This is an optimization exercise on Yosys and OpenROAD, whose aim is small area, a short achievable clock period and few clock cycles per item, not a production implementation. The RTL was checked by simulation tests, not by an equivalence proof against the original design. Power figures rest on the tool's default switching activity, not on a simulated workload.

**flow/run.sh**
```bash
#!/bin/bash
# synth_recipe.tcl (not shown) runs the flow's synth.tcl, then flattens the netlist and writes it again
# the make line also repeats each setting of config.mk as NAME=value (left out here)
make -C /OpenROAD-flow-scripts/flow DESIGN_CONFIG=/design/flow/config.mk WORK_HOME=/design/flow/orfs CLKGATE_MAP_FILE= SYNTH_SCRIPT=/design/flow/synth_recipe.tcl finish
```
**flow/config.mk**
```make
export PLATFORM = sky130hd
export DESIGN_NAME = f2t_dsym
export DESIGN_NICKNAME = f2t_dsym
export VERILOG_FILES = /design/flow/design.v
export SDC_FILE = /design/flow/constraint.sdc
export NUM_CORES = 4
export LEC_CHECK = 0
export CAP_MARGIN = 20
export CORE_MARGIN = 2
export CORE_UTILIZATION = 40
export SLEW_MARGIN = 20
```
**flow/constraint.sdc**
```tcl
create_clock -name core_clock -period 14.0 [get_ports {clk}]
set_input_delay 2.8000 -clock core_clock [delete_from_list [all_inputs] [get_ports {clk}]]
set_output_delay 2.8000 -clock core_clock [all_outputs]
set_load 0.01 [all_outputs]
```
**flow/design.v**
```verilog
module f2t_dsym (
  input  wire        clk,
  input  wire        rst,
  input  wire [15:0] freq_low,
  input  wire [15:0] freq_high,
  input  wire [15:0] freq_end,
  input  wire        s_valid,
  input  wire [15:0] s_data,
  output wire        s_ready,
  output reg         r_valid,
  output reg  [1:0]  r_sym,
  output reg  [3:0]  r_bin
);
  localparam integer NSYM  = 22;
  localparam integer NBINS = 12;    
  localparam [1:0] S_LOAD = 2'd0,
                   S_MAC  = 2'd1,
                   S_MAG  = 2'd2,
                   S_OUT  = 2'd3;
  localparam [1:0] SYM_ZERO = 2'd0,
                   SYM_ONE  = 2'd1,
                   SYM_END  = 2'd2;
  reg        [1:0]  state;
  reg signed [15:0] win [0:NSYM-1];
  reg        [4:0]  n;           
  reg        [3:0]  k;           
  reg        [4:0]  m;           
  reg signed [30:0] acc_re;
  reg signed [30:0] acc_im;
  reg        [60:0] best_mag;
  reg        [3:0]  best_k;
  reg signed [11:0] cos_m;
  always @(*) begin
    case (m)
      5'd0: cos_m = 12'sd1024;
      5'd1: cos_m = 12'sd983;
      5'd2: cos_m = 12'sd861;
      5'd3: cos_m = 12'sd671;
      5'd4: cos_m = 12'sd425;
      5'd5: cos_m = 12'sd146;
      5'd6: cos_m = -12'sd146;
      5'd7: cos_m = -12'sd425;
      5'd8: cos_m = -12'sd671;
      5'd9: cos_m = -12'sd861;
      5'd10: cos_m = -12'sd983;
      5'd11: cos_m = -12'sd1024;
      5'd12: cos_m = -12'sd983;
      5'd13: cos_m = -12'sd861;
      5'd14: cos_m = -12'sd671;
      5'd15: cos_m = -12'sd425;
      5'd16: cos_m = -12'sd146;
      5'd17: cos_m = 12'sd146;
      5'd18: cos_m = 12'sd425;
      5'd19: cos_m = 12'sd671;
      5'd20: cos_m = 12'sd861;
      5'd21: cos_m = 12'sd983;
      default: cos_m = 12'sd0;
    endcase
  end
  reg signed [11:0] sin_m;
  always @(*) begin
    case (m)
      5'd0: sin_m = 12'sd0;
      5'd1: sin_m = 12'sd288;
      5'd2: sin_m = 12'sd554;
      5'd3: sin_m = 12'sd774;
      5'd4: sin_m = 12'sd931;
      5'd5: sin_m = 12'sd1014;
      5'd6: sin_m = 12'sd1014;
      5'd7: sin_m = 12'sd931;
      5'd8: sin_m = 12'sd774;
      5'd9: sin_m = 12'sd554;
      5'd10: sin_m = 12'sd288;
      5'd11: sin_m = 12'sd0;
      5'd12: sin_m = -12'sd288;
      5'd13: sin_m = -12'sd554;
      5'd14: sin_m = -12'sd774;
      5'd15: sin_m = -12'sd931;
      5'd16: sin_m = -12'sd1014;
      5'd17: sin_m = -12'sd1014;
      5'd18: sin_m = -12'sd931;
      5'd19: sin_m = -12'sd774;
      5'd20: sin_m = -12'sd554;
      5'd21: sin_m = -12'sd288;
      default: sin_m = 12'sd0;
    endcase
  end
  assign s_ready = (state == S_LOAD);
  wire signed [15:0] x      = win[n];
  wire signed [27:0] p_re   = x * cos_m;
  wire signed [27:0] p_im   = x * sin_m;
  wire signed [30:0] re_nxt = acc_re + {{3{p_re[27]}}, p_re};
  wire signed [30:0] im_nxt = acc_im + {{3{p_im[27]}}, p_im};
  wire [5:0] m_sum = {1'b0, m} + {2'b00, k};
  wire [5:0] m_wrap = m_sum - 6'd22;
  wire [4:0] m_nxt  = (m_sum >= 6'd22) ? m_wrap[4:0] : m_sum[4:0];
  wire [61:0] re_sq = acc_re * acc_re;
  wire [61:0] im_sq = acc_im * acc_im;
  wire [60:0] mag   = re_sq[60:0] + im_sq[60:0];
  wire [19:0] num  = best_k * 20'd44100;
  wire [20:0] f_lo = freq_low  * 21'd22;
  wire [20:0] f_hi = freq_high * 21'd22;
  wire [20:0] f_en = freq_end  * 21'd22;
  wire [20:0] dl   = ({1'b0, num} >= f_lo) ? ({1'b0, num} - f_lo) : (f_lo - {1'b0, num});
  wire [20:0] dh   = ({1'b0, num} >= f_hi) ? ({1'b0, num} - f_hi) : (f_hi - {1'b0, num});
  wire [20:0] de   = ({1'b0, num} >= f_en) ? ({1'b0, num} - f_en) : (f_en - {1'b0, num});
  wire [1:0]  sym  = (dl < dh) ? SYM_ZERO : (de < dh) ? SYM_END : SYM_ONE;
  always @(posedge clk) begin
    if (s_valid && s_ready)
      win[n] <= s_data;
  end
  always @(posedge clk) begin
    if (rst) begin
      state    <= S_LOAD;
      n        <= 5'd0;
      k        <= 4'd0;
      m        <= 5'd0;
      acc_re   <= 31'sd0;
      acc_im   <= 31'sd0;
      best_mag <= 61'd0;
      best_k   <= 4'd0;
      r_valid  <= 1'b0;
      r_sym    <= 2'd0;
      r_bin    <= 4'd0;
    end else begin
      r_valid <= 1'b0;
      case (state)
        S_LOAD: begin
          if (s_valid) begin
            if (n == NSYM-1) begin
              state  <= S_MAC;
              n      <= 5'd0;
              k      <= 4'd0;
              m      <= 5'd0;
              acc_re <= 31'sd0;
              acc_im <= 31'sd0;
            end else begin
              n <= n + 5'd1;
            end
          end
        end
        S_MAC: begin
          acc_re <= re_nxt;
          acc_im <= im_nxt;
          m      <= m_nxt;
          if (n == NSYM-1)
            state <= S_MAG;
          else
            n <= n + 5'd1;
        end
        S_MAG: begin
          if (k == 4'd0 || mag > best_mag) begin
            best_mag <= mag;
            best_k   <= k;
          end
          if (k == NBINS-1) begin
            state <= S_OUT;
          end else begin
            state  <= S_MAC;
            k      <= k + 4'd1;
            n      <= 5'd0;
            m      <= 5'd0;
            acc_re <= 31'sd0;
            acc_im <= 31'sd0;
          end
        end
        S_OUT: begin
          r_valid <= 1'b1;
          r_sym   <= sym;
          r_bin   <= best_k;
          state   <= S_LOAD;
          n       <= 5'd0;
        end
        default: state <= S_LOAD;
    endcase
    end
  end
endmodule
```
==> notes.md <==
The run finished with no timing, DRC or antenna violations. During I/O placement, the number of pins put on the boundary was 75. By instance count, the cell type seen most on the critical path is sky130_fd_sc_hd__fa_1. The final wirelength came out at 299000 um. Together, buffers and inverters on the worst path number 3.

The total grt overflow is 0. The area share of the leading cell type in the synthesized netlist came out at 44.0%. The routed wirelength normalized by instance count came out at 20.5 um. The number of global-route vias before repair was 83000. The worst voltage drop across the vdd grid is 0.000120 V.

The peak per-stage delay on the critical path came out at 1.04 ns. The antenna violation net count after detailed routing is 0. Setup total negative slack on the finished layout was measured at 0 ns. Counting flops with an async set or reset pin after synthesis yields a share of 0%. The number of buffers inserted by post-CTS setup repair is 0. The initial antenna violation count came to 5. The clock insertion delay at the later pin of the skew report came out at 0.72 ns. After filler insertion, the fill cell instance count of the layout stands at 26100. The final critical path takes up 95.8% of the cycle. The average cell area after synthesis is 9.95 um2. For this run, the number of Yosys warnings is 1. In this run the static leakage power is 58.4 nW. For the worst setup path, the data required time is 14.54 ns. The critical path is of the reg -> reg type.

The congestion estimate from routability-driven global placement came to 0.915. The initial standard-cell utilization of the core came out at 40.2%. The number of clock buffers added by TritonCTS is 60.

The maximum clock insertion buffer count is 3. The wire length of the first global-routing pass came out at 474000 um. Clock-pin slew was measured on the worst setup and hold paths at 0.07 ns. The worst setup path is captured at a register.

The detailed-router iteration count before antenna repair came out at 6. The clock arrives with 0.0486 ns of skew. The sink count of the clock tree is 529.

Buffers inserted to repair hold after CTS numbered 0. At the worst endpoint, the arrival time is 13.96 ns. The slew at the pin closest to its max-slew limit is 1.18 ns. Global routing used 22.0% of the available tracks.

The master cell of the clock root buffer is sky130_fd_sc_hd__clkbuf_16. Among all stages on the critical path, the largest delay is contributed by sky130_fd_sc_hd__o311ai_0. Yosys mapped the design onto 102 distinct sky130hd cell types. The total of cells resized after clock tree synthesis came out at 0. After synthesis, the cell types taking the most area are sky130_fd_sc_hd__fa_1, sky130_fd_sc_hd__ha_1, sky130_fd_sc_hd__inv_1. The final standard cell count with taps included and fillers excluded came out at 14600. Max-cap violations in this run came to 0.

The number of placed instances with taps included is 14500. The detailed-route DRC error count is 0. STA classifies the critical path startpoint as a register.

The net total in the final layout is 14300. The power per standard cell area is 45.9 nW/um2. The cell type with the highest aggregate area in the netlist is sky130_fd_sc_hd__fa_1. The pin count of the biggest net entering global routing is 79. The number of hold-slack violations in the final timing report is 0.

The die outline height came out at 529 um. The number of placement rows came out at 192. The x dimension of the die is 529 um. The post-synthesis cell count is 11100.

The gate family responsible for the most delay along the worst path is adder cells. The post-DP HPWL is 249000 um. The sequential-to-total area share from yosys stat is 12.8%. The smallest clock period supported by the final layout is computed as 13.41 ns. The setup-violating endpoint count in the final report came out at 0.

The maximum net fanout on the critical path is 78. The iteration-0 DRC count of the detailed router came out at 4290. Among all flip-flop cells after synthesis, the most frequent one is sky130_fd_sc_hd__edfxtp_1. The number of synthesized register bits is 529. The final max-slew violation count came out at 0.

The fmax came out at 74.6 MHz. The growth of design area from synthesis to finish is 6.22%. The number of I/O port buffers is 74. The total number of vias is 74400.

The number of H-tree levels is 2. The number of synthesized flops with an enable pin came out at 352. TritonCTS built the clock tree. The number of vias per cell came out at 5.10.

The area inside the core boundary is 274000 um2. Of the cells placed in the final design, the portion with a size suffix greater than 1 is 3.84%. The total power consumption of the routed design came out at 5.36 mW. The path class of the lowest-slack min-delay path is reg -> reg.

The combined area of all synthesized cells is 110000 um2. When the netlist entered floorplanning its net count stood at 14400. The worst slew margin relative to its limit came out at 21.5%. The floorplan die area came out at 279000 um2. Setup repair after global routing left no endpoint under its margin.
cells by family (layout without fill, tap and decap cells):
family | count (synthesis) | after routing | share of synthesized area [%]
xor+xnor | 313 | 313 | 2.50
flops | 529 | 529 | 12.8
simple gates | 2282 | 2282 | 9.73
compound gates | 1117 | 1117 | 6.67
fa+ha+maj | 3308 | 3308 | 54.1
mux | 176 | 176 | 2.72
other cells | 0 | 4 | 0
buf+inv | 3340 | 3286 | 11.4
flip-flops by register name, summed over array words and instances, names as in the netlist, 5 cells and up, named ones only:
signal    cells
cos_m        11
win         352
best_mag     61
acc_re       31
sin_m        11
acc_im       31
m             5
n             5
layout make-up:
type	count	area (um2)	share of cell area [%]
clock inverters	22	243	0.208
inverters	2961	11100	9.51
diodes	4	10.0	0.00856
multi-input cells	7196	83400	71.3
flip-flops and latches	529	14100	12.1
clock buffers	87	1670	1.43
well taps	3589	4490	3.84
repair buffers	216	1850	1.58
worst reg2reg max path: cells and delay by family (launching register included):
kind / cells / cell delay (ns)
flops: 1 / 0.87
fa+ha+maj: 12 / 5.56
compound gates: 13 / 3.98
simple gates: 9 / 1.56
xor+xnor: 1 / 0.38
buf+inv: 3 / 0.89
stage by stage:
| step | area (um2) | setup WS (ns) | hold WS, ns | util, % |
|---|---|---|---|---|
| after floorplan | 110000 | 2.68 | 0.442 | - |
| after global placement | 115000 | 0.923 | 0.463 | 42.0 |
| after detailed placement | 115000 | 0.764 | 0.467 | 42.0 |
| after CTS | 117000 | 0.722 | 0.480 | 42.7 |
| after global routing | 117000 | 0.117 | 0.496 | 42.7 |
| final | 117000 | 0.588 | 0.483 | 42.7 |
final timing paths:
check                       startpoint                        end  depth (start not counted)  slack, ns
max             acc_re[9]$_SDFFE_PP0P_  best_mag[11]$_SDFFE_PP0P_                         38       0.59
min          best_mag[46]$_SDFFE_PP0P_  best_mag[46]$_SDFFE_PP0P_                          2       0.48
max reg2reg     acc_re[9]$_SDFFE_PP0P_  best_mag[11]$_SDFFE_PP0P_                         38       0.59
min reg2reg  best_mag[46]$_SDFFE_PP0P_  best_mag[46]$_SDFFE_PP0P_                          2       0.48
cells in the final DEF (no fill, tap or decap), drive strengths merged, types with 33 or more instances in the layout:
| cell type | synthesis | routed |
|---|---|---|
| clkbuf | 337 | 87 |
| xor2 | 86 | 86 |
| dfxtp | 177 | 177 |
| clkdlybuf4s50 | 0 | 73 |
| edfxtp | 352 | 352 |
| and2 | 461 | 461 |
| inv | 2954 | 2957 |
| nand2 | 888 | 888 |
| o21a | 51 | 51 |
| nand4 | 33 | 33 |
| fa | 2418 | 2418 |
| nor2 | 501 | 501 |
| nand3 | 63 | 63 |
| a21oi | 331 | 331 |
| mux2i | 55 | 55 |
| xnor2 | 226 | 226 |
| a31oi | 42 | 42 |
| ha | 890 | 890 |
| nor2b | 98 | 98 |
| a22oi | 34 | 34 |
| nor3 | 59 | 59 |
| o21ai | 210 | 210 |
| buf | 42 | 143 |
| nand2b | 88 | 88 |
| a21o | 205 | 205 |
| mux4 | 96 | 96 |
synth_stat cells, drive strengths merged, types with 10 or more instances:
| cell type | count |
|---|---|
| mux4 | 96 |
| xnor2 | 226 |
| o31ai | 17 |
| or3 | 24 |
| a211oi | 28 |
| and3 | 25 |
| a21oi | 331 |
| fa | 2418 |
| dfxtp | 177 |
| mux2i | 55 |
| clkbuf | 337 |
| buf | 42 |
| nand3 | 63 |
| and2 | 461 |
| nor2b | 98 |
| xor2 | 86 |
| a31oi | 42 |
| a211o | 12 |
| ha | 890 |
| o21bai | 29 |
| a21boi | 21 |
| a31o | 16 |
| nand2b | 88 |
| a21o | 205 |
| inv | 2954 |
| nand2 | 888 |
| mux2 | 25 |
| o21a | 51 |
| nor3 | 59 |
| nand4 | 33 |
| a22oi | 34 |
| edfxtp | 352 |
| o21ai | 210 |
| nor2 | 501 |
| o211ai | 10 |
power by group:
group | internal, mW | switching [mW]
registers | 1.68 | 0.0147
logic | 0.869 | 1.24
clock network | 0.869 | 0.691
metal layers:
metal	global-route usage, %	share of wire, %	vias to the layer above
li1	-	-	33300
met1	28.5	41	38700
met2	37.9	49	1959
met3	2.08	4.7	498
met4	8.74	4.6	4
met5	0	0.011	-
Testbench counts, summed over its fixed seeds: cycles 95,688, windows 320.

separate check: timing with driven ports:
In the flow no input, the clock included, has a driving cell. The finished layout below was timed again as built, in two steps. Step 1 (the two cells are an assumption about what drives the block):
set clk [get_ports {clk}]
set_driving_cell -lib_cell sky130_fd_sc_hd__clkbuf_16 $clk
set_driving_cell -lib_cell sky130_fd_sc_hd__buf_2 [delete_from_list [all_inputs] $clk]
Step 2 moves the port delays by t, midway between the first and last clock arrival at a register: inputs arrive t later, outputs are due t later. That takes back most of the time a late clock gives input paths. Slacks: no drivers / after step 1 / after step 2; pairs: no drivers / after step 1.
t (ns): 0.780
slack for setup (ns): 0.588 / 0.588 / 0.588
worst slew at a driven data input, ns: 0.10
After both steps setup and hold are still met in this run. For this run, drivers alone change the setup slack by 0.000 ns; drivers and shift together by 0.000 ns.
